This is an optimization exercise on Yosys and OpenROAD, whose aim is small area, a short achievable clock period and few clock cycles per item, not a production implementation.
Where RTL was checked, it was by simulation tests only, not by an equivalence proof against the original.

## lagoon
## fft_butterfly
module fft_butterfly (
    input  wire        clk,
    input  wire        rst,
    input  wire        in_valid,
    output wire        in_ready,
    input  wire [31:0] ur,
    input  wire [31:0] ui,
    input  wire [31:0] vr,
    input  wire [31:0] vi,
    input  wire [31:0] wr,
    input  wire [31:0] wi,
    output reg         out_valid,
    output reg  [31:0] our,
    output reg  [31:0] oui,
    output reg  [31:0] ovr,
    output reg  [31:0] ovi
);
    localparam [31:0] QNAN = 32'h7FC00000;
    integer k;
    genvar gi;
    reg         rdy;                     
    reg         slow;                    
    reg         s0_valid;
    reg  [31:0] s0_ur, s0_ui;
    reg  [3:0]  s0_s;
    reg  [35:0] s0_e;
    reg  [95:0] s0_m;
    wire        front_idle;              
    assign in_ready = rdy;
    wire [127:0] op_in = {vi, vr, wi, wr};
    wire [3:0]   small_in, op_ez, op_shift;
    generate for (gi = 0; gi < 4; gi = gi + 1) begin : g_op
        wire [31:0] x = op_in[32*gi +: 32];
        wire [23:0] m = s0_m[24*gi +: 24];
        assign op_ez[gi]    = x[30:23] == 8'h00;
        assign small_in[gi] = ~x[30] & ~x[29] & (x[28:0] != 29'd0);
        assign op_shift[gi] = ~m[23] & (m[22:0] != 23'd0);
    end endgenerate
    wire s0_ok = ~(|op_shift);
    always @(posedge clk) begin
        for (k = 0; k < 4; k = k + 1) begin
            if (~slow) begin
                s0_s[k]          <= op_in[32*k+31];
                s0_e[9*k +: 9]   <= {1'b0, op_in[32*k+24 +: 7], op_in[32*k+23] | op_ez[k]};
                s0_m[24*k +: 24] <= {~op_ez[k], op_in[32*k +: 23]};
            end else if (op_shift[k]) begin
                s0_e[9*k +: 9]   <= s0_e[9*k +: 9] - 9'd1;
                s0_m[24*k +: 24] <= {s0_m[24*k +: 23], 1'b0};
            end
        end
        if (rst) begin
            rdy      <= 1'b1;
            slow     <= 1'b0;
            s0_valid <= 1'b0;
        end else if (~slow) begin
            rdy      <= ~(|small_in);
            slow     <= |small_in;
  ...
Settings: LEC_CHECK=0, CAP_MARGIN=20, CORE_MARGIN=2, CORE_UTILIZATION=55, SETUP_SLACK_MARGIN=0.5, SLEW_MARGIN=20; clock period 20.0 ns.
standard.sh (not shown) runs the stock make flow with config.mk's settings and CLKGATE_MAP_FILE= SYNTH_SCRIPT=/design/flow/synth_recipe.tcl, a recipe that flattens the netlist after the stock synthesis.
==> flow/flow/run.sh <==
#!/bin/bash
# The standard layout, with every port buffered by a buf_4 instead of the
# flow's default port buffer (a delay cell), and the flip-flops that drive the
# output ports given drive 4 after placement (flow/upsize_io.tcl).  The make
# run's full output goes to flow_make.log in the folder this runs in.
set -euo pipefail
export BUFFER_PORTS_ARGS="-buffer_cell sky130_fd_sc_hd__buf_4"
export POST_RESIZE_TCL="$PWD/flow/upsize_io.tcl"
bash standard.sh > flow_make.log 2>&1
==> flow/flow/upsize_io.tcl <==
# Give the flip-flops that drive output ports (through their port buffer)
# a stronger drive.
set n 0
set block [ord::get_db_block]
foreach bt [$block getBTerms] {
  if {[$bt getIoType] ne "OUTPUT"} { continue }
  set net [$bt getNet]
  if {$net eq "NULL"} { continue }
  foreach it [$net getITerms] {
    if {![$it isOutputSignal]} { continue }
    set buf [$it getInst]
    if {![string match "*buf*" [[$buf getMaster] getName]]} { continue }
    foreach bi [$buf getITerms] {
      if {![$bi isInputSignal]} { continue }
      set n2 [$bi getNet]
      if {$n2 eq "NULL"} { continue }
      foreach d [$n2 getITerms] {
        if {![$d isOutputSignal]} { continue }
        set ff [$d getInst]
        if {[[$ff getMaster] getName] eq "sky130_fd_sc_hd__dfxtp_1"} {
          replace_cell [$ff getName] sky130_fd_sc_hd__dfxtp_4
          incr n
        }
      }
    }
  }
}
puts "upsize_io: resized $n output flip-flops"
Testbench counts of lagoon, summed over its fixed seeds: cycles 32,080, items 32,000.
The following lists how indigo was set up differently from lagoon:
--- a/flow/design.v
+++ b/flow/design.v
@@ -1972,30 +1972,36 @@
     reg  [31:0] s0_ur, s0_ui;
     reg  [3:0]  s0_s;
     reg  [35:0] s0_e;
     reg  [95:0] s0_m;
     wire        front_idle;              
     assign in_ready = rdy;
     wire [127:0] op_in = {vi, vr, wi, wr};
-    wire [3:0]   small_in, op_ez, op_shift;
+    wire [3:0]   small_in, sub_in, op_ez, op_shift;
+    reg  [3:0]   s0_sub;                 
+    reg  [3:0]   s0_zh;                  
     generate for (gi = 0; gi < 4; gi = gi + 1) begin : g_op
         wire [31:0] x = op_in[32*gi +: 32];
         wire [23:0] m = s0_m[24*gi +: 24];
         assign op_ez[gi]    = x[30:23] == 8'h00;
         assign small_in[gi] = ~x[30] & ~x[29] & (x[28:0] != 29'd0);
-        assign op_shift[gi] = ~m[23] & (m[22:0] != 23'd0);
+        assign sub_in[gi]   = op_ez[gi] & (x[28:0] != 29'd0);
+        assign op_shift[gi] = s0_zh[gi] & s0_sub[gi];
     end endgenerate
     wire s0_ok = ~(|op_shift);
     always @(posedge clk) begin
         for (k = 0; k < 4; k = k + 1) begin
             if (~slow) begin
                 s0_s[k]          <= op_in[32*k+31];
                 s0_e[9*k +: 9]   <= {1'b0, op_in[32*k+24 +: 7], op_in[32*k+23] | op_ez[k]};
                 s0_m[24*k +: 24] <= {~op_ez[k], op_in[32*k +: 23]};
+                s0_zh[k]         <= op_ez[k];
+                s0_sub[k]        <= sub_in[k];
             end else if (op_shift[k]) begin
+                s0_zh[k]         <= ~s0_m[24*k+22];
                 s0_e[9*k +: 9]   <= s0_e[9*k +: 9] - 9'd1;
                 s0_m[24*k +: 24] <= {s0_m[24*k +: 23], 1'b0};
             end
         end
         if (rst) begin
             rdy      <= 1'b1;
             slow     <= 1'b0;
@@ -2015,15 +2021,15 @@
         end
     end
     wire [3:0]  op_z, op_i, op_n;
     wire [95:0] op_tz;
     generate for (gi = 0; gi < 4; gi = gi + 1) begin : g_cls
         wire [23:0] m = s0_m[24*gi +: 24];
         wire is255 = s0_e[9*gi +: 9] == 9'd255;
-        assign op_z[gi] = ~m[23];
+        assign op_z[gi] = s0_zh[gi];
         assign op_i[gi] = is255 & (m[22:0] == 23'd0);
         assign op_n[gi] = is255 & (m[22:0] != 23'd0);
         wire [23:0] z;
         assign z[0] = 1'b1;
         genvar j;
         for (j = 1; j < 24; j = j + 1) begin : g_z
             assign z[j] = ~(|m[j-1:0]);
- Status: area added between synthesis and finish parity (indigo, lagoon)
- Global-route usage in indigo is 1.0 points lower than in lagoon
- The number of nets in the layout of indigo is higher than that of lagoon.
- Comparing lagoon with indigo, the complex-gate fraction of the synthesized area came out essentially unchanged.
- Diff lagoon -> indigo | gate count after technology mapping | up slightly
- Between indigo and lagoon, the fraction of layout cells with a size suffix above 1 figures differ only marginally.
No functional check of the RTL was part of indigo.

## what the ideal ports hide
Ports are ideal in the flow. The routed layouts listed here were re-timed in OpenROAD.
Step 1 (the two cells are an assumption about what drives the block):
set clk [get_ports {clk}]
set_driving_cell -lib_cell sky130_fd_sc_hd__clkbuf_16 $clk
set_driving_cell -lib_cell sky130_fd_sc_hd__buf_2 [delete_from_list [all_inputs] $clk]
Step 2 adds t to the input delays and takes it off the output delays; t is the mean of the earliest and latest rising clock arrival at the registers after step 1. Input paths then give back, and output paths get back, about the clock's delay inside the block.
Three values: no drivers, after step 1, after step 2; two values: the first two.
run | t, ns | setup slack, ns | worst hold slack (ns) | worst slew at a driven data input, ns
lagoon | 1.027 | 14.539 / 14.487 / 13.952 | 0.320 / 0.320 / 0.320 | 0.19
indigo | 1.019 | 14.346 / 14.346 / 13.920 | 0.255 / 0.255 / 0.255 | 0.13
After both steps setup and hold are still met in every run listed. The setup slack of lagoon, which loses most, moves by -0.052 ns with the drivers and by -0.587 ns with both steps.
